Background: an optimization exercise with open tools, aiming at small area, a short achievable clock period and few clock cycles per item. Do not read the settings as production practice. No functional check of the RTL was part of any run shown here.

==> design.v <==
module depth_quant (
    input             clk,
    input             rst,
    input             start,
    input      [31:0] n,
    input      [31:0] xform_base,
    input      [31:0] pos_base,
    input      [31:0] keys_base,
    input      [31:0] idx_base,
    output            busy,
    output reg        mem_valid,
    output reg        mem_we,
    output     [31:0] mem_addr,
    output     [31:0] mem_wdata,
    input             mem_ready,
    input      [31:0] mem_rdata
);
    localparam [4:0] S_IDLE = 5'd0,  S_SETUP = 5'd1,
                     S_XF0  = 5'd2,  S_XF1   = 5'd3,  S_XF2  = 5'd4,  S_XF3  = 5'd5,
                     S_P1X  = 5'd6,  S_P1Y   = 5'd7,  S_P1Z  = 5'd8,  S_P1W  = 5'd9,
                     S_P1E  = 5'd10, S_P1R   = 5'd11,
                     S_FBI  = 5'd12, S_FBS   = 5'd13, S_FBR  = 5'd14, S_FBM  = 5'd15,
                     S_FBA  = 5'd16, S_FBX   = 5'd17,
                     S_GAP  = 5'd18, S_P2R   = 5'd19, S_P2W  = 5'd20,
                     S_SLR  = 5'd21, S_SLD   = 5'd22, S_SLI  = 5'd23, S_SLT  = 5'd24,
                     S_SLA1 = 5'd25, S_SLA2  = 5'd26, S_SLQ  = 5'd27, S_SLQ2 = 5'd28,
                     S_SLW  = 5'd29;
    localparam [1:0] A_PP = 2'd0, A_C = 2'd1, A_KP = 2'd2, A_IP = 2'd3;
    reg [4:0]  st;
    reg        busy_r;
    reg [29:0] addr_r;
    reg [30:0] nr, c;
    reg [29:0] pp, kp, ip;
    reg        kfirst, ifirst, rdone, lastw;
    reg [31:0] m0, m1, m2;
    reg [1:0]  mph;
    reg [31:0] rd;
    reg [52:0] MS, MC;
    reg        Pj;          
    reg [4:0]  Pd;
    reg        Psg;
    reg [81:0] acc;
    reg        fnan, fpinf, fninf, fbo;
    reg [2:0]  inz;
    reg [4:0]  ix0, ix1, ix2;
    reg        zv, rv, pend, mmv;
    reg [31:0] rkey, minr, maxr;
    reg [4:0]  wcnt;
    reg [2:0]  done;
    reg        stk, zf, of, fbA, hug, tflag, tsign, fblast;
    reg [1:0]  rmode, fj;
    reg [2:0]  g;
    reg        idxdone, f2, zR, slowall;
    reg [4:0]  jc;
    reg        brw, sq_up, av, bv, cv, ev, redo;
    reg        p2m, fbm;    
    reg [4:0]  d2r;
    reg [2:0]  dext;        
    assign busy      = busy_r;
    assign mem_addr  = {addr_r, 2'b00};
    assign mem_wdata = rkey;
    wire adv = ~(mem_valid & ~mem_ready);
    wire [7:0]  me = m0[30:23];
    wire [7:0]  ce = rd[30:23];
    wire        m_nan  = (&me) & (|m0[22:0]);
    wire        m_inf  = (&me) & ~(|m0[22:0]);
    wire        m_zero = ~(|m0[30:0]);
    wire        c_nan  = (&ce) & (|rd[22:0]);
    wire        c_inf  = (&ce) & ~(|rd[22:0]);
    wire        c_zero = ~(|rd[30:0]);
    wire        p_nan  = m_nan | c_nan | (m_inf & c_zero) | (c_inf & m_zero);
    wire        p_inf  = ~p_nan & (m_inf | c_inf);
    wire        p_sg   = m0[31] ^ rd[31];
    wire        p_nz   = ~p_nan & ~p_inf & ~m_zero & ~c_zero;
    wire [8:0]  s289   = {1'b0, me[7:1], me[0] | ~(|me)} + {1'b0, ce[7:1], ce[0] | ~(|ce)} + 9'd1;
    wire [4:0]  p_ix   = s289[8:4];
    wire [3:0]  p_lo   = s289[3:0];
    wire        p_inw  = (p_ix == 5'd15) | (p_ix == 5'd16);
    wire [23:0] opA = {p2m ? m0[23] : (|me), m0[22:0]};
    wire [23:0] opB = {p2m ? rd[23] : (|ce), rd[22:0]};
    wire [26:0] bx = {2'b00, opB, 1'b0};
    reg  [49:0] brow [0:13];
    reg  [24:0] bmag;
    reg         bneg;
    integer bi;
    always @(*) begin
        brow[13] = 50'h1555556000000;
        for (bi = 0; bi < 13; bi = bi + 1) brow[bi] = 50'd0;
        for (bi = 0; bi < 13; bi = bi + 1) begin
            case (bx[2*bi +: 3])
                3'b000, 3'b111:                 bmag = 25'd0;
                3'b001, 3'b010, 3'b101, 3'b110: bmag = {1'b0, opA};
                default:                        bmag = {opA, 1'b0};
            endcase
            bneg = bx[2*bi+2] & ~(bx[2*bi+1] & bx[2*bi]);
            brow[bi] = brow[bi] | ({24'd0, ~bneg, bmag ^ {25{bneg}}} << (2*bi));
            if (bi < 12) brow[bi+1] = brow[bi+1] | ({49'd0, bneg} << (2*bi));
            else         brow[13]   = brow[13]   | ({49'd0, bneg} << (2*bi));
        end
    end
    function [99:0] csa;
        input [49:0] x, y, z;
        csa = {((x & y) | (x & z) | (y & z)) << 1, x ^ y ^ z};
    endfunction
    wire [99:0] t1a = csa(brow[0], brow[1], brow[2]);
    wire [99:0] t1b = csa(brow[3], brow[4], brow[5]);
    wire [99:0] t1c = csa(brow[6], brow[7], brow[8]);
    wire [99:0] t1d = csa(brow[9], brow[10], brow[11]);
    wire [99:0] t2a = csa(t1a[49:0], t1a[99:50], t1b[49:0]);
    wire [99:0] t2b = csa(t1b[99:50], t1c[49:0], t1c[99:50]);
    wire [99:0] t2c = csa(t1d[49:0], t1d[99:50], brow[12]);
    wire [99:0] t3a = csa(t2a[49:0], t2a[99:50], t2b[49:0]);
    wire [99:0] t3b = csa(t2b[99:50], t2c[49:0], t2c[99:50]);
    wire [99:0] t4a = csa(t3a[49:0], t3a[99:50], t3b[49:0]);
    wire [99:0] t5a = csa(t4a[49:0], t4a[99:50], t3b[99:50]);
    wire [99:0] t6a = csa(t5a[49:0], t5a[99:50], brow[13]);
    wire [81:0] hiMask  = ({82{1'b1}} << Pd) << 50;
    wire [81:0] shS     = {29'd0, MS} << {Pd[4:2], 2'b00};
    wire [81:0] shC     = ({29'd0, MC} << {Pd[4:2], 2'b00}) | ({82{Pj}} & hiMask);
    wire [81:0] xS      = Psg ? ~shS : shS;
    wire [81:0] xC      = Psg ? ~shC : shC;
    wire        acc_ld  = (st == S_P1Z) | ((st == S_P2W) & cv);
    wire [81:0] aA      = acc_ld ? 82'd0 : acc;
    wire [81:0] c3s     = aA ^ xS ^ xC;
    wire [81:0] c3c     = (aA & xS) | (aA & xC) | (xS & xC);
    wire [81:0] acc_sum = c3s + {c3c[80:0], Psg} + {81'd0, Psg};
    reg [32:0] rV;
    reg        rh, rs, rovf;
    always @(*) begin
        rovf = 1'b0;
        case (rmode)
            2'd0: begin rV = acc[81:49]; rh = acc[48]; rs = |acc[47:0]; end
            2'd1: begin
                rV = acc[33:1]; rh = acc[0]; rs = stk;
                rovf = ~((&acc[81:33]) | ~(|acc[81:33]));
            end
            default: begin rV = {tflag, tflag, acc[31:1]}; rh = acc[0]; rs = stk; end
        endcase
    end
    wire        rup   = rh & (rs | rV[0]);
    wire [33:0] rsum  = {rV[32], rV} + {33'd0, rup};
    wire        r_shi = ~rsum[33] & (rsum[32] | rsum[31]);
    wire        r_slo = rsum[33] & ~(rsum[32] & rsum[31]);
    reg  [31:0] rnd_key;
    always @(*) begin
        if (fnan | (fpinf & fninf))  rnd_key = 32'd0;
        else if (fpinf)              rnd_key = 32'h7FFF_FFFF;
        else if (fninf)              rnd_key = 32'h8000_0000;
        else if (rmode == 2'd3)      rnd_key = tsign ? 32'h8000_0000 : 32'h7FFF_FFFF;
        else if (rovf)               rnd_key = acc[81] ? 32'h8000_0000 : 32'h7FFF_FFFF;
        else if (r_shi)              rnd_key = 32'h7FFF_FFFF;
        else if (r_slo)              rnd_key = 32'h8000_0000;
        else                         rnd_key = rsum[31:0];
    end
    wire        q2up  = acc[30] & (|acc[29:0]);
    wire [8:0]  q2w   = ({4'd0, acc[46:42]} + 9'd2) * {5'd0, {1'b0, dext} + 4'd1};
    wire [14:0] q2win = {1'b0, acc[29:16]} + {6'd0, q2w};
    wire        q2amb = ~zR & ((~acc[30] & q2win[14]) | (acc[30] & ~(|acc[29:0])));
    wire        qsel2 = (st == S_P2R);
    wire [16:0] qbase = qsel2 ? {1'b0, acc[46:31]} : rkey[16:0];
    wire [16:0] qdelt = qsel2 ? {16'd0, q2up} : ({17{brw & ~sq_up}} | {16'd0, sq_up & ~brw});
    wire [16:0] qval  = qbase + qdelt;
    wire [15:0] qkey  = (qsel2 & zR) ? 16'd0 : qval[15:0];
    wire [32:0] rem = acc[32:0];
    reg  [33:0] dA;
    wire        dmin = ((st == S_P2W) & av) | (st == S_SLD) | ((st == S_GAP) & (g == 3'd1));
    wire [33:0] dB   = (st == S_SLA1) ? {2'b00, rd} : dmin ? {2'b00, minr} : {2'b00, maxr};
    wire        dsub = (st != S_SLA2);
    wire        dbit = (st == S_GAP) ? ({1'b0, jc} + 6'd8 <= {1'b0, d2r}) : ((jc == 5'd0) & rd[0]);
    always @(*) begin
        case (st)
            S_SLA1, S_SLA2: dA = {rem[32], rem};
            S_SLQ:          dA = {rem[32:0], 1'b0};
            default:        dA = dmin ? {2'b00, rd} : {1'b0, rem[31:0], dbit};
        endcase
    end
    wire [33:0] dres = dA + (dsub ? ~dB : dB) + {33'd0, dsub};
    wire        dge  = ~dres[33];
    reg [31:0] T;
    reg [5:0]  kcalc;
    integer ti;
    always @(*) begin
        T[31] = maxr[31];
        for (ti = 30; ti >= 0; ti = ti - 1) T[ti] = T[ti+1] | maxr[ti];
        kcalc = 6'd0;
        for (ti = 0; ti < 31; ti = ti + 1)
            if (T[ti] & ~T[ti+1]) kcalc = kcalc | (ti + 1);
        if (T[31]) kcalc = kcalc | 6'd32;
    end
    wire due0 = inz[0] & ~done[0] & ((ix0 == wcnt) | ((wcnt == 5'd18) & (ix0 == 5'd19)));
    wire due1 = inz[1] & ~done[1] & ((ix1 == wcnt) | ((wcnt == 5'd18) & (ix1 == 5'd19)));
    wire due2 = inz[2] & ~done[2] & ((ix2 == wcnt) | ((wcnt == 5'd18) & (ix2 == 5'd19)));
    wire anydue = due0 | due1 | due2;
    wire [1:0] duej = due0 ? 2'd0 : due1 ? 2'd1 : 2'd2;
    wire huge_now = (inz[0] & (ix0 >= 5'd20)) | (inz[1] & (ix1 >= 5'd20)) | (inz[2] & (ix2 >= 5'd20));
    wire fbflag = fbo & ~(fnan | fpinf | fninf);
    wire fbend  = ~anydue & (wcnt == (fbA ? 5'd31 : 5'd18));
    wire tz     = ~(|acc) & zf;
    wire tm1    = (&acc) & of;
    wire [30:0] c_inc  = c + 31'd1;
    wire        c_last = (c_inc == nr);
    reg        nv, nwe;
    reg [4:0]  nst;
    reg [1:0]  abase;
    reg [4:0]  aoff;
    always @(*) begin
        nv = 1'b0; nwe = 1'b0; nst = st;
        abase = A_PP; aoff = 5'd0;
        case (st)
            S_IDLE:  nst = start ? S_SETUP : S_IDLE;
            S_SETUP: begin
                abase = A_C; aoff = 5'd2;
                if (nr == 31'd0) nst = S_IDLE;
                else begin nst = S_XF0; nv = 1'b1; end
            end
            S_XF0: begin abase = A_C; aoff = 5'd6;  nst = S_XF1; nv = 1'b1; end
            S_XF1: begin abase = A_C; aoff = 5'd10; nst = S_XF2; nv = 1'b1; end
            S_XF2: begin nst = S_XF3; nv = 1'b1; end
            S_XF3: begin aoff = 5'd1; nst = S_P1Y; nv = 1'b1; end
            S_P1X: begin
                if (fbflag) nst = S_FBI;
                else begin aoff = 5'd1; nst = S_P1Y; nv = 1'b1; end
            end
            S_P1Y: begin aoff = 5'd2; nst = S_P1Z; nv = 1'b1; end
            S_P1Z: begin
                abase = A_KP; aoff = {4'd0, ~kfirst};
                nst = S_P1W; nv = pend; nwe = 1'b1;
            end
            S_P1W: begin
                aoff = 5'd3;
                if (c_last) nst = S_P1E;
                else begin nst = S_P1X; nv = 1'b1; end
            end
            S_P1E: begin
                abase = A_IP; aoff = {4'd0, ~ifirst};
                if (fbflag) nst = S_FBI;
                else begin nst = S_P1R; nv = 1'b1; nwe = 1'b1; end
            end
            S_P1R: begin
                abase = A_KP; aoff = {4'd0, ~kfirst};
                nst = S_GAP; nv = 1'b1; nwe = 1'b1;
            end
            S_FBI: nst = S_FBS;
            S_FBS: begin
                aoff = {3'd0, duej} + 5'b11101;       
                if (anydue & (mph == duej)) begin nst = S_FBR; nv = 1'b1; end
                else if (fbend & ~(fbA & (tz | tm1))) nst = S_FBX;
            end
            S_FBR: nst = S_FBM;
            S_FBM: nst = S_FBA;
            S_FBA: nst = S_FBS;
            S_FBX: begin
                if (mph == 2'd0) begin
                    if (fblast) begin
                        abase = A_KP; aoff = {4'd0, ~kfirst};
                        nst = S_GAP; nv = 1'b1; nwe = 1'b1;
                    end else begin nst = S_P1X; nv = 1'b1; end
                end
            end
            S_GAP: begin
                if (~idxdone) begin
                    abase = A_IP; aoff = {4'd0, ~ifirst};
                    nv = 1'b1; nwe = 1'b1;
                end else if (g == 3'd4) begin
                    abase = A_KP; nv = 1'b1;
                    nst = (f2 | zR) ? S_P2R : S_SLR;
                end
            end
            S_P2R: begin
                abase = A_IP; aoff = {5{~ifirst}};
                if (ev & q2amb) begin nst = S_SLR; nv = 1'b1; end
                else begin nst = S_P2W; nv = ev; nwe = 1'b1; end
            end
            S_P2W: begin
                if (lastw & mem_valid) nst = S_IDLE;
                else begin
                    aoff = 5'b11111;
                    nst = S_P2R; nv = ~rdone & ~(av & c_last);
                end
            end
            S_SLR:  nst = S_SLD;
            S_SLD:  nst = S_SLI;
            S_SLI:  nst = S_SLT;
            S_SLT:  if (jc == 5'd16) nst = S_SLA1;
            S_SLA1: nst = S_SLA2;
            S_SLA2: nst = S_SLQ;
            S_SLQ:  nst = S_SLQ2;
            S_SLQ2: begin
                abase = A_IP; aoff = {5{~ifirst}};
                nst = S_SLW; nv = 1'b1; nwe = 1'b1;
            end
            S_SLW: begin
                if (lastw) nst = S_IDLE;
                else if (slowall) begin
                    abase = A_IP; aoff = 5'b11111;
                    nst = S_SLR; nv = 1'b1;
                end else begin
                    aoff = {5{~redo}};
                    nst = S_P2R; nv = ~rdone;
                end
            end
            default: nst = S_IDLE;
        endcase
    end
    reg  [29:0] abv;
    always @(*) begin
        case (abase)
            A_C:     abv = c[29:0];
            A_KP:    abv = kp;
            A_IP:    abv = ip;
            default: abv = pp;
        endcase
    end
    wire [29:0] asum   = abv + {{25{aoff[4]}}, aoff};
    wire mul1   = (st == S_P1Y) | (st == S_P1Z) | (st == S_P1W);
    wire mul2   = (st == S_P2R) & bv;
    wire rot    = mul1 | ((st == S_FBS) & anydue & (mph != duej)) | ((st == S_FBX) & (mph != 2'd0));
    wire cap    = (st == S_XF1) | (st == S_XF2) | (st == S_XF3);
    wire dorec  = (st == S_GAP) & (g == 3'd3);
    wire do_add = (((st == S_P1X) | (st == S_P1E)) & zv) | (st == S_P1Z) | (st == S_P1W) | (st == S_FBA) |
                  ((st == S_P2W) & cv);
    wire do_sl  = (st == S_FBS) & ~anydue & ~fbend;
    wire do_clr = (st == S_FBI) | ((st == S_FBS) & fbend & fbA & (tz | tm1));
    wire rnd_go = ((st == S_P1Y) & rv) | (st == S_P1R) | ((st == S_FBX) & (mph == 2'd0));
    wire idx_go = ((st == S_GAP) & ~idxdone) | ((st == S_P1E) & ~fbflag);
    wire q_go   = ((st == S_P2R) & ev) | (st == S_SLQ2);
    wire sdiv   = (st == S_SLT);
    wire p2go   = (st == S_GAP) & idxdone & (g == 3'd4);
    wire kp_set = ((st == S_P1Z) & pend) | (st == S_P1R) | ((st == S_FBX) & (mph == 2'd0) & fblast);
    wire ip_set = idx_go | ((st == S_P2R) & ev & ~q2amb) | (st == S_SLQ2) | p2go;
    wire pp_set = (st == S_P1W) | p2go |
                  ((st == S_P2W) & ~(lastw & mem_valid) & ~rdone & ~(av & c_last)) |
                  ((st == S_SLW) & ~lastw & ~slowall & ~rdone);
    wire cnt2   = ((st == S_P2W) & av) | ((st == S_SLD) & slowall);
    always @(posedge clk) begin
        if (rst) begin
            st        <= S_IDLE;
            busy_r    <= 1'b0;
            mem_valid <= 1'b0;
        end else if (adv) begin
            st        <= nst;
            busy_r    <= (nst != S_IDLE);
            mem_valid <= nv;
        end
    end
    always @(posedge clk) if (adv) begin
        mem_we <= nwe;
        addr_r <= asum;
    end
    always @(posedge clk) if (adv) begin
        if (st == S_IDLE) begin
            nr <= n[30:0];
        end
        if ((st == S_IDLE) | pp_set)
            pp <= (st == S_IDLE) ? pos_base[31:2] : asum;
        if ((st == S_IDLE) | kp_set)
            kp <= (st == S_IDLE) ? keys_base[31:2] : asum;
        if ((st == S_IDLE) | ip_set)
            ip <= (st == S_IDLE) ? idx_base[31:2] : asum;
        if ((st == S_IDLE) | kp_set)
            kfirst <= (st == S_IDLE);
        if ((st == S_IDLE) | ip_set)
            ifirst <= (st == S_IDLE) | p2go;
        if ((st == S_IDLE) | (st == S_XF2) | (st == S_P1W) | idx_go | cnt2)
            c <= (st == S_IDLE) ? {1'b0, xform_base[31:2]} :
                 (((st == S_P1W) & ~c_last) | cnt2 | (idx_go & ~c_last)) ? c_inc : 31'd0;
        if (idx_go & c_last) idxdone <= 1'b1;
        else if (st == S_SETUP) idxdone <= 1'b0;
        if (cnt2 & c_last) rdone <= 1'b1;
        else if (st == S_SETUP) rdone <= 1'b0;
        if (ip_set & ~idx_go & ~p2go) lastw <= rdone & ~bv & ~cv;
        else if (st == S_SETUP) lastw <= 1'b0;
    end
    always @(posedge clk) if (adv) begin
        if (cap | rot) begin
            m1 <= m2;
            m2 <= cap ? rd : m0;
        end
        if (cap | rot | (dorec & (jc < 5'd24)))
            m0 <= dorec ? {m0[30:0], dge} : m1;
        if (dorec & (jc >= 5'd24))
            dext <= {dext[1:0], dge};
        if (rot)
            mph <= (mph == 2'd2) ? 2'd0 : mph + 2'd1;
        else if (st == S_SETUP)
            mph <= 2'd0;
    end
    wire rd_hold = (st == S_SLI) | (st == S_SLT) | (st == S_SLA1) | (st == S_SLA2) |
                   (st == S_SLQ) | (st == S_SLQ2);
    wire rd_dif  = (st == S_SLD) | ((st == S_P2W) & av);
    wire rd_max  = (st == S_GAP) & (g == 3'd0);
    wire [31:0] rdm = dres[31:0];
    always @(posedge clk) if (adv & ~rd_hold)
        rd <= rd_dif ? rdm : rd_max ? maxr : mem_rdata;
    wire [4:0] nPd = p2m ? d2r : {p_ix[0] ^ (~fbm | wcnt[0]), p_lo};
    always @(posedge clk) if (adv & (mul1 | (st == S_FBM) | mul2)) begin
        MS  <= {3'd0, t6a[49:0]} << nPd[1:0];
        MC  <= {3'd0, t6a[99:50]} << nPd[1:0];
        Pj  <= ({1'b0, t6a[49:48]} + {1'b0, t6a[99:98]}) >= 3'd3;
        Pd  <= nPd;
        Psg <= p_sg & ~mul2;
    end
    wire rem_init = (st == S_GAP) & (g == 3'd2);
    wire rem_step = dorec | sdiv;
    wire rem_wr   = rem_init | rem_step | (st == S_SLI) | (st == S_SLA1) | ((st == S_SLA2) & brw);
    wire [32:0] rem_nx = rem_init ? {1'b0, (T >> 1) & ~(T >> 17)} :
                         (st == S_SLI) ? {2'b00, rd[31:1]} :
                         (rem_step & ~dge) ? dA[32:0] : dres[32:0];
    always @(posedge clk) if (adv & (do_add | do_sl | do_clr | rem_wr))
        acc <= do_clr ? 82'd0 : do_sl ? {{16{acc[81]}}, acc[81:16]} :
               rem_wr ? {acc[81:33], rem_nx} : acc_sum;
    always @(posedge clk) if (adv) begin
        if (mul1) begin
            fnan  <= (p_nan               | ((st != S_P1Y) & fnan));
            fpinf <= ((p_inf & ~p_sg)     | ((st != S_P1Y) & fpinf));
            fninf <= ((p_inf &  p_sg)     | ((st != S_P1Y) & fninf));
            fbo   <= ((p_nz & ~p_inw)     | ((st != S_P1Y) & fbo));
        end else if ((st == S_SETUP) | ((st == S_FBX) & (mph == 2'd0)))
            fbo <= 1'b0;
        if (st == S_SETUP) begin
            fnan <= 1'b0; fpinf <= 1'b0; fninf <= 1'b0;
        end
        if (st == S_P1Y) begin inz[0] <= p_nz; ix0 <= p_ix; end
        if (st == S_P1Z) begin inz[1] <= p_nz; ix1 <= p_ix; end
        if (st == S_P1W) begin inz[2] <= p_nz; ix2 <= p_ix; end
    end
    always @(posedge clk) if (adv) begin
        if (st == S_SETUP) begin
            zv <= 1'b0; rv <= 1'b0;
        end else if ((st == S_P1X) | (st == S_P1E)) begin
            rv <= zv; zv <= 1'b0;
        end else begin
            if (st == S_P1W) zv <= 1'b1;
            if (rnd_go) rv <= 1'b0;
        end
        if (rnd_go) mmv <= 1'b1;
        else if ((st == S_SETUP) | mmv) mmv <= 1'b0;
        if (rnd_go) pend <= 1'b1;
        else if ((st == S_SETUP) | ((st == S_P1W) & mem_valid) | (st == S_GAP)) pend <= 1'b0;
    end
    always @(posedge clk) if (adv & (rnd_go | idx_go | q_go | sdiv))
        rkey <= rnd_go ? rnd_key :
                idx_go ? {1'b0, c} :
                sdiv   ? {rkey[30:0], dge} : {16'd0, qkey};
    wire mm_init = (st == S_SETUP);
    wire r_calc  = (st == S_GAP) & (g == 3'd1);
    always @(posedge clk) if (adv) begin
        if (mm_init | (mmv & ($signed(rkey) < $signed(minr))))
            minr <= mm_init ? 32'h7FFF_FFFF : rkey;
        if (mm_init | r_calc | (mmv & ($signed(rkey) > $signed(maxr))))
            maxr <= mm_init ? 32'h8000_0000 : r_calc ? rdm : rkey;
    end
    always @(posedge clk) if (adv) begin
        if (((st == S_P1X) | (st == S_P1E)) & fbflag) begin
            fblast <= (st == S_P1E);
            hug    <= huge_now;
            fbA    <= huge_now;
            tflag  <= 1'b0;
        end
        if (st == S_SETUP) rmode <= 2'd0;
        if ((st == S_FBI) | do_clr) begin
            wcnt <= 5'd0; done <= 3'd0; stk <= 1'b0;
        end
        if (st == S_FBI) begin zf <= 1'b1; of <= 1'b1; end
        if ((st == S_FBS) & anydue) fj <= duej;
        if ((st == S_FBS) & fbend) begin
            if (fbA) begin
                if (tz | tm1) begin tflag <= tm1; fbA <= 1'b0; end
                else begin rmode <= 2'd3; tsign <= acc[81]; end
            end else
                rmode <= hug ? 2'd2 : 2'd1;
        end
        if (do_sl) begin
            wcnt <= wcnt + 5'd1;
            if (~fbA) stk <= stk | (|acc[15:0]);
            if (fbA & (wcnt >= 5'd20)) begin
                zf <= zf & ~(|acc[15:0]);
                of <= of & (&acc[15:0]);
            end
        end
        if (st == S_FBA) done[fj] <= 1'b1;
        if ((st == S_FBX) & (mph == 2'd0)) rmode <= 2'd0;
    end
    always @(posedge clk) if (adv) begin
        if (st == S_SETUP) g <= 3'd0;
        else if (st == S_GAP) begin
            case (g)
                3'd0: if (~mmv) g <= 3'd1;    
                3'd1: g <= 3'd2;
                3'd2: begin
                    d2r <= 5'd24 - kcalc[4:0];
                    zR  <= (kcalc == 6'd0);
                    f2  <= (kcalc != 6'd0) & (kcalc <= 6'd24);
                    g   <= ((kcalc != 6'd0) & (kcalc <= 6'd24)) ? 3'd3 : 3'd4;
                end
                3'd3: if (jc == 5'd26) g <= 3'd4;
                default: ;
            endcase
        end
        if (p2go) slowall <= ~(f2 | zR);
        if (st == S_SETUP) p2m <= 1'b0;
        else if (p2go) p2m <= 1'b1;
        if ((st == S_SETUP) | ((st == S_FBX) & (mph == 2'd0))) fbm <= 1'b0;
        else if (st == S_FBI) fbm <= 1'b1;
    end
    always @(posedge clk) if (adv) begin
        if (rem_init | (st == S_SLI)) jc <= 5'd0;
        else if (rem_step) jc <= jc + 5'd1;
        if (st == S_SLA1) brw <= dres[33];
        if (st == S_SLQ)  sq_up <= (~dres[33] & (|dres)) | (~(|dres) & (rkey[0] ^ brw));
    end
    always @(posedge clk) if (adv) begin
        if (p2go | (st == S_SETUP)) begin
            av <= 1'b0; bv <= 1'b0; cv <= 1'b0; ev <= 1'b0; redo <= 1'b0;
        end else begin
            if (st == S_P2R) begin
                if (mem_valid) av <= 1'b1;
                if (bv) begin cv <= 1'b1; bv <= 1'b0; end
                ev <= 1'b0;
            end
            if (st == S_SLR) begin
                av <= 1'b0; redo <= av;
            end
            if (st == S_P2W) begin
                if (av) begin bv <= 1'b1; av <= 1'b0; end
                if (cv) begin ev <= 1'b1; cv <= 1'b0; end
            end
            if ((st == S_SLW) & ~slowall) redo <= 1'b0;
        end
    end
endmodule
==> flow/run.sh <==
#!/bin/bash
# The standard layout (standard.sh: ORFS synthesis to the final layout) with
# two optimisation settings changed; the clock and constraints are unchanged:
# - the resizer is asked for 18.5 ns of setup slack instead of 0, so that it
#   sizes and buffers the long paths;
# - ports are buffered with buf_2 instead of the default delay buffer.
export SETUP_SLACK_MARGIN=18.5
export BUFFER_PORTS_ARGS="-buffer_cell sky130_fd_sc_hd__buf_2"
bash standard.sh > standard.log 2>&1
==> standard.sh <==
#!/bin/bash
# synth_recipe.tcl (not shown) runs the flow's synth.tcl, then flattens the netlist and writes it again
# the make line also repeats each setting of config.mk as NAME=value (left out here)
make -C /OpenROAD-flow-scripts/flow DESIGN_CONFIG=/design/flow/config.mk WORK_HOME=/design/flow/orfs CLKGATE_MAP_FILE= SYNTH_SCRIPT=/design/flow/synth_recipe.tcl "${@:-finish}"
==> config.mk <==
export PLATFORM = sky130hd
export DESIGN_NAME = depth_quant
export DESIGN_NICKNAME = depth_quant
export VERILOG_FILES = /design/flow/design.v
export SDC_FILE = /design/flow/constraint.sdc
export NUM_CORES = 8
export LEC_CHECK = 0
export CAP_MARGIN = 20
export CORE_MARGIN = 2
export CORE_UTILIZATION = 25
export SLEW_MARGIN = 20
==> constraint.sdc <==
create_clock -name core_clock -period 25.0 [get_ports {clk}]
set_input_delay 5.0000 -clock core_clock [delete_from_list [all_inputs] [get_ports {clk}]]
set_output_delay 5.0000 -clock core_clock [all_outputs]
set_load 0.01 [all_outputs]
==> out/results.ini, run 1 <==
[global_routing]
grt_max_degree=151
grt_pass1_vias=61284
antenna_found_initial=15
grt_pass1_wl_um=412000
grtUsageTotal_pct=18.9
gr-total-overflow=0

[sta]
hold_violations=0
tns_ns=0
fin_crit_sh_pct=26.4
max_freq_mhz=151
clock_skew_ns=0.0645
worst_slew_pin_slew_ns=1.17
rsz0062_at_grt=true
finalCriticalPeriod_ns=6.61
slew_headroom_pct=21.8
setup_viol=0
maxSlewViolCount=0

[logic_synthesis]
yosysMostFrequentCell=nand2_1
synth_top_area_cell=edfxtp_1
synth_flop_cell=edfxtp_1
syn_area_um2=71100
async_flop_share_pct=0
synthTopCellsByArea=edfxtp_1 (29%), fa_1 (9.6%), ha_1 (7.4%)
synth_commonest_cells=nand2_1 (888), edfxtp_1 (677), inv_1 (519), a21oi_1 (493), o21ai_0 (484)
yosysWarnings=2
ys_ff_latch=684
synth_cell_type_count=101
yosysSeqAreaShare_pct=28.8
synth_cells=7944
syn_area_per_cell_um2=8.95
synth_top_area_share_pct=28.6
synth_edf_count=677

[critical_path]
start_kind=flip-flop
cp_max_fo=29
crit_required_ns=25.44
critical_path.endpoint_type=flip-flop
arrival_ns=7.05
critPathKind=flip-flop to flip-flop

[cts]
cts_root_buf=clkbuf_16
htreeDepth=3
clk_path_buf_depth=3
clk_pin_slew_ns=0.06
clock_sinks=684
cts_buffers=79
clk_latency_ns=0.76
cts_tree=done

[route]
remaining_drc_errors=0
dr.pass1.iters=8
routedWlPerCell_um=24.2
drt-initial-drc-count=8344
final_antenna_net_count=0
vias=64135
viasPerCell=5.45
routed_wl_um=284000

[floorplanning]
die_area_um2=289000
dieWidth_um=537
start_util_pct=25.2
coreArea_um2=283000
io_pins=263
die_h_um=537
rows=195

[outcome]
status=timing/DRC/antenna clean

[final_layout]
stdcell_area_um2=80500
nets=8916
syn2layout_area_growth_pct=13.2
drive_above_1_share_pct=11.5

[placed_design]
place.gp.congestion=0.978
portBuffers=251
dp_hpwl_um=212000
placed_cell_area_um2=76500

[min_path]
hold_class=flip-flop to flip-flop

[job]
maxCapViolations=0

-- flip-flops by register name (all words and copies together), names as in the netlist, 30 cells and up --
name / flops
minr: 32
acc: 82
MS: 53
c: 31
MC: 47
m0: 32
pp: 30
addr_r: 30
m1: 32
ip: 30
kp: 30
rd: 32
rkey: 32
maxr: 32
m2: 32
nr: 31
-- critical path, stage by stage, from the launching register on --
cell and delay [ns]:
dfxtp_1 0.31, buf_4 0.28, or2_4 0.24, a211o_2 0.13
buf_8 0.27, nand2_8 0.10, buf_4 0.18, bufbuf_16 0.31
a211oi_1 0.73, a21oi_1 0.11, xnor2_1 0.17, ha_1 0.42
a21o_1 0.22, a21oi_1 0.35, and3b_1 0.32, o311ai_2 0.26
a311oi_1 0.36, o21bai_1 0.11, xnor2_1 0.49, nand3_1 0.29
nor4_4 0.37, a31oi_2 0.17
-- worst paths after layout --
kind                      start                to  slack [ns]  cells after the start
max reg2reg  st[0]$_SDFFE_PP0N_   sq_up$_DFFE_PP_       18.39                     21
max          st[0]$_SDFFE_PP0N_   sq_up$_DFFE_PP_       18.39                     21
min            m2[19]$_DFFE_PP_  m1[19]$_DFFE_PP_        0.41                      0
min reg2reg    m2[19]$_DFFE_PP_  m1[19]$_DFFE_PP_        0.41                      0
-- through the flow --
step | std cells | hold WS, ns | worst slack (ns) | util, %
2_1_floorplan | 7945 | 0.400 | 17.51 | -
3_3_place_gp | 11553 | 0.400 | 16.94 | 27.1
3_5_place_dp | 11554 | 0.405 | 16.97 | 27.1
4_1_cts | 11730 | 0.409 | 18.19 | 28.2
5_1_grt | 11763 | 0.411 | 18.45 | 28.5
6_report | 11775 | 0.407 | 18.39 | 28.5
-- cell type report --
class	instances	area, um^2
Timing Repair inverter	1	7.51
Antenna cell	13	32.5
Tap cell	3743	4680
Fill cell	30207	202000
Clock inverter	48	641
Inverter	534	2020
Timing Repair Buffer	488	3430
Sequential cell	684	20500
Clock buffer	93	2030
Multi-Input combinational cell	6171	47200
-- cells by family (layout without fill, tap and decap cells) --
logic type / Yosys count / count (layout) / synth area share, %
other cells: 1 / 15 / 0.00528
xor+xnor: 738 / 738 / 9.31
buf+inv: 1093 / 1164 / 5.84
simple gates: 2245 / 2247 / 14.9
mux: 375 / 376 / 5.45
flops: 684 / 684 / 28.8
fa+ha+maj: 761 / 761 / 17.0
compound gates: 2047 / 2047 / 18.8
-- repair_timing --
action | CTS | global route
setup endpoints to repair | 276 | 163
pin swaps | 3 | 11
setup buffers | 32 | 23
hold buffers | 0 | 0
gates resized for setup | 52 | 82
cloned | 3 | 6
-- cell usage in the layout, fill, tap and decap left out, types with 34 or more instances in the layout --
master,Yosys,layout
nor3_1,116,109
mux2_2,83,83
inv_1,519,514
buf_2,24,251
a211oi_1,69,60
and2_1,136,136
nand2b_1,46,42
o21bai_1,41,40
xnor2_1,465,465
nor4_1,84,75
o21a_1,50,50
edfxtp_1,677,677
a22oi_1,293,293
nor2b_1,47,45
mux2i_1,290,288
xor2_1,262,261
a31oi_1,71,65
nor2_1,472,459
nand2_1,888,882
a21oi_1,493,483
o21ai_0,484,474
a221o_1,34,34
nand4_1,81,81
or2_2,56,56
nand3_1,140,140
clkbuf_16,0,82
ha_1,420,417
fa_1,341,341
buf_4,4,196
o211ai_1,48,48
and3_1,60,60
a21o_1,157,157
-- metal layers --
layer / wire [um] / up-vias / share of wire [%] / track usage, %
li1: - / 28405 / - / -
met1: 117000 / 31293 / 41 / 25.8
met2: 125000 / 3728 / 44 / 29.3
met3: 28100 / 695 / 9.9 / 3.10
met4: 14500 / 14 / 5.1 / 8.25
met5: 81 / - / 0.028 / 0
==> inputs of run 2 (changes only) <==
==> flow/run.sh (replaced) <==
#!/bin/bash
# The standard layout (standard.sh: ORFS synthesis to the final layout) with
# two optimisation settings changed; the clock and constraints are unchanged:
# - the resizer is asked for 18.8 ns of setup slack instead of 0, so that it
#   sizes and buffers the long paths;
# - ports are buffered with buf_2 instead of the default delay buffer.
export SETUP_SLACK_MARGIN=18.8
export BUFFER_PORTS_ARGS="-buffer_cell sky130_fd_sc_hd__buf_2"
bash standard.sh > standard.log 2>&1
==> run 2 against run 1 <==
  * Still clean on timing, DRC and antenna
  * Clock skew increased by 0.0042 ns
  * Synthesized cell count unchanged
  * Count of clock-buffer cells in the layout decreased by 3
  * Sequential share of layout area decreased by 0.47 points
  * Largest cell class unchanged
  * Highest routed layer unchanged
==> out/results.ini, run 2 <==
[route]
final_antenna_net_count=0  ; unchanged
routedWlPerCell_um=24.7  ; was 24.2 um
viasPerCell=5.49  ; was 5.45
drt-initial-drc-count=8764  ; was 8344
remaining_drc_errors=0  ; unchanged
routed_wl_um=293000  ; was 284000 um
vias=65216  ; was 64135
dr.pass1.iters=9  ; was 8

[logic_synthesis]
synth_cells=7944  ; unchanged
async_flop_share_pct=0  ; unchanged
ys_ff_latch=684  ; unchanged
synth_top_area_share_pct=28.6  ; unchanged
synth_commonest_cells=nand2_1 (888), edfxtp_1 (677), inv_1 (519), a21oi_1 (493), o21ai_0 (484)  ; unchanged
synthTopCellsByArea=edfxtp_1 (29%), fa_1 (9.6%), ha_1 (7.4%)  ; unchanged
synth_top_area_cell=edfxtp_1  ; unchanged
syn_area_per_cell_um2=8.95  ; unchanged
synth_cell_type_count=101  ; unchanged
synth_edf_count=677  ; unchanged
syn_area_um2=71100  ; unchanged
yosysWarnings=2  ; unchanged
yosysMostFrequentCell=nand2_1  ; unchanged
yosysSeqAreaShare_pct=28.8  ; unchanged
synth_flop_cell=edfxtp_1  ; unchanged

[critical_path]
crit_required_ns=20.00  ; was 25.44 ns
arrival_ns=1.48  ; was 7.05 ns
critPathKind=flip-flop to output pin  ; was flip-flop to flip-flop
critical_path.endpoint_type=output pin  ; was flip-flop
crit_buf_inv=1  ; was 4
start_kind=flip-flop  ; unchanged
slowest_delay_ns=0.53  ; was 0.73 ns
critPathTopFamily=flip-flops  ; was compound AO/OA/AOI/OAI gates
cp_max_fo=2  ; was 29
cp_cell_sequence=buf_2  ; was buf_4 -> or2_4 -> a211o_2 -> buf_8 -> nand2_8 -> buf_4 -> bufbuf_16 -> a211oi_1 -> a21oi_1 -> xnor2_1 -> ha_1 -> a21o_1 -> a21oi_1 -> and3b_1 -> o311ai_2 -> a311oi_1 -> o21bai_1 -> xnor2_1 -> nand3_1 -> nor4_4 -> a31oi_2
reg2reg_slack_ns=18.53  ; was 18.39 ns
cp_slowest_cell=edfxtp_1  ; was a211oi_1

[placed_design]
dp_hpwl_um=212000  ; about the same
portBuffers=251  ; unchanged
place.gp.congestion=0.972  ; was 0.978

[final_layout]
final_util_pct=29.0  ; was 28.5%
largest-register=acc  ; unchanged
top_regs=acc: 82 flops, MS: 53 flops, MC: 47 flops  ; unchanged
syn2layout_area_growth_pct=15.4  ; was 13.2%
drive_above_1_share_pct=13.5  ; was 11.5%
final_cell_mix=nand2_1 (880), edfxtp_1 (677), inv_1 (509)  ; was nand2_1 (882), edfxtp_1 (677), inv_1 (514)
largest_reg_flops=82  ; unchanged
nets=9013  ; was 8916
final_common_cell=nand2_1  ; unchanged

[cts]
clk_path_buf_depth=3  ; unchanged
clk_latency_ns=0.75  ; was 0.76 ns
htreeDepth=3  ; unchanged
cts_tree=done  ; unchanged
clock_sinks=684  ; unchanged
cts_root_buf=clkbuf_16  ; unchanged
cts_hold_buf=0  ; unchanged
cts_buffers=80  ; was 79
clk_pin_slew_ns=0.07  ; was 0.06 ns

[floorplanning]
dieWidth_um=537  ; unchanged
rows=195  ; unchanged
die_h_um=537  ; unchanged
io_pins=263  ; unchanged
die_area_um2=289000  ; unchanged
start_util_pct=25.2  ; unchanged
coreArea_um2=283000  ; unchanged

[global_routing]
grt_pass1_wl_um=423000  ; was 412000 um
grt_pass1_vias=62254  ; was 61284
gr-total-overflow=0  ; unchanged
grtUsageTotal_pct=19.5  ; was 18.9%
antenna_found_initial=20  ; was 15
grt_max_degree=97  ; was 151

[sta]
fin_hold_ws_ns=0.420  ; was 0.407 ns
finalCriticalPeriod_ns=6.48  ; was 6.61 ns
slew_headroom_pct=20.4  ; was 21.8%
clock_skew_ns=0.0688  ; was 0.0645 ns
hold_violations=0  ; unchanged
setup_viol=0  ; unchanged
max_freq_mhz=154  ; was 151 MHz
fin_crit_sh_pct=25.9  ; was 26.4%
rsz0062_at_grt=true  ; unchanged
tns_ns=0  ; unchanged
maxSlewViolCount=0  ; unchanged
worst_slew_pin_slew_ns=1.19  ; was 1.17 ns

[min_path]
hold_class=flip-flop to flip-flop  ; unchanged

[job]
maxCapViolations=0  ; unchanged

[outcome]
status=timing/DRC/antenna clean  ; unchanged

-- run 2: cell types whose count changed in the layout (fill, tap and decap cells not counted), sizes merged --
cell,delta
nor2,+2
clkinv,+6
bufinv,-2
a211o,+1
inv,-3
buf,+84
nand2,-1
clkinvlp,+9
diode,-2
or2,+2
o31a,+1
bufbuf,+4
-- run 2: through the flow --
step,worst slack [ns],std cells,area (um^2)
2_1_floorplan,17.51,7945,71300
3_3_place_gp,17.26,11552,76500
3_5_place_dp,17.18,11552,76500
4_1_cts,18.49,11786,80600
5_1_grt,18.50,11867,82000
6_report,18.52,11876,82000
-- run 2: what timing repair did --
item / 4_1_cts / 5_1_grt
cloned: 15 / 8
endpoints found under the hold margin: 0 / 0
pin swaps: 13 / 28
buffers inserted: 71 / 68
endpoints found under the setup margin: 659 / 351
gates resized for setup: 140 / 143
-- run 2: cells by family after synthesis --
group / count (synthesis) / share of synthesized area [%]
AOI/OAI and AO/OA: 2047 / 18.8
xor gates and xnor gates: 738 / 9.31
adders and majority gates: 761 / 17.0
buffers and inverters: 1093 / 5.84
DFF: 684 / 28.8
muxes: 375 / 5.45
other: 1 / 0.00528
and+or+nand+nor: 2245 / 14.9
-- run 2: final cells by class --
type / instances / area [um^2]
fillers: 30124 / 201000
flip-flops and latches: 684 / 20500
diodes: 11 / 27.5
inverters: 534 / 2040
well taps: 3743 / 4680
repair buffers: 579 / 4560
clock buffers: 90 / 2040
multi-input cells: 6176 / 47500
repair inverters: 1 / 7.51
clock inverters: 58 / 636
-- run 2: path summary, 6_finish.rpt --
check / startpoint / end / cells after the start
setup reg to reg: st[1]$_SDFFE_PP0N_ / sq_up$_DFFE_PP_ / 19
setup / recovery: rkey[1]$_DFFE_PP_ / mem_wdata[1] / 1
hold reg to reg: m2[2]$_DFFE_PP_ / m1[2]$_DFFE_PP_ / 0
hold / removal: m2[2]$_DFFE_PP_ / m1[2]$_DFFE_PP_ / 0
-- run 2: routing by layer --
layer / vias up / share of wire, % / track usage, %
li1: 28604 / - / -
met1: 31983 / 40 / 26.0
met2: 3912 / 44 / 30.2
met3: 705 / 11 / 4.05
met4: 12 / 5.0 / 8.57
met5: - / 0.026 / 0

==> port drivers added, routing unchanged <==
The results above use ideal ports. As a check the final layouts listed here were re-extracted and re-timed, cells and wires unchanged.
Step 1 sets driving cells, clkbuf_16 on the clock port and buf_2 on the other inputs (assumed; they add their load-dependent delay and slew).
Step 2 adds t to the input delays and takes it off the output delays; t is the mean of the earliest and latest rising clock arrival at the registers after step 1. Input paths then give back, and output paths get back, about the clock's delay inside the block.
Three values: ideal ports, drivers, drivers and shift; two values: the first two.
| run | shift t [ns] | slack for setup (ns) | worst setup path at the end | clock arrival spread, ns |
|---|---|---|---|---|
| run 1 | 0.816 | 18.394 / 18.394 / 17.697 | input to register | 0.065 / 0.065 |
| run 2 | 0.819 | 18.520 / 18.419 / 18.035 | input to register | 0.072 / 0.072 |
After both steps every run listed still meets setup and hold. For run 1, which loses most, drivers alone change the setup slack by 0.000 ns; drivers and shift together by -0.697 ns.
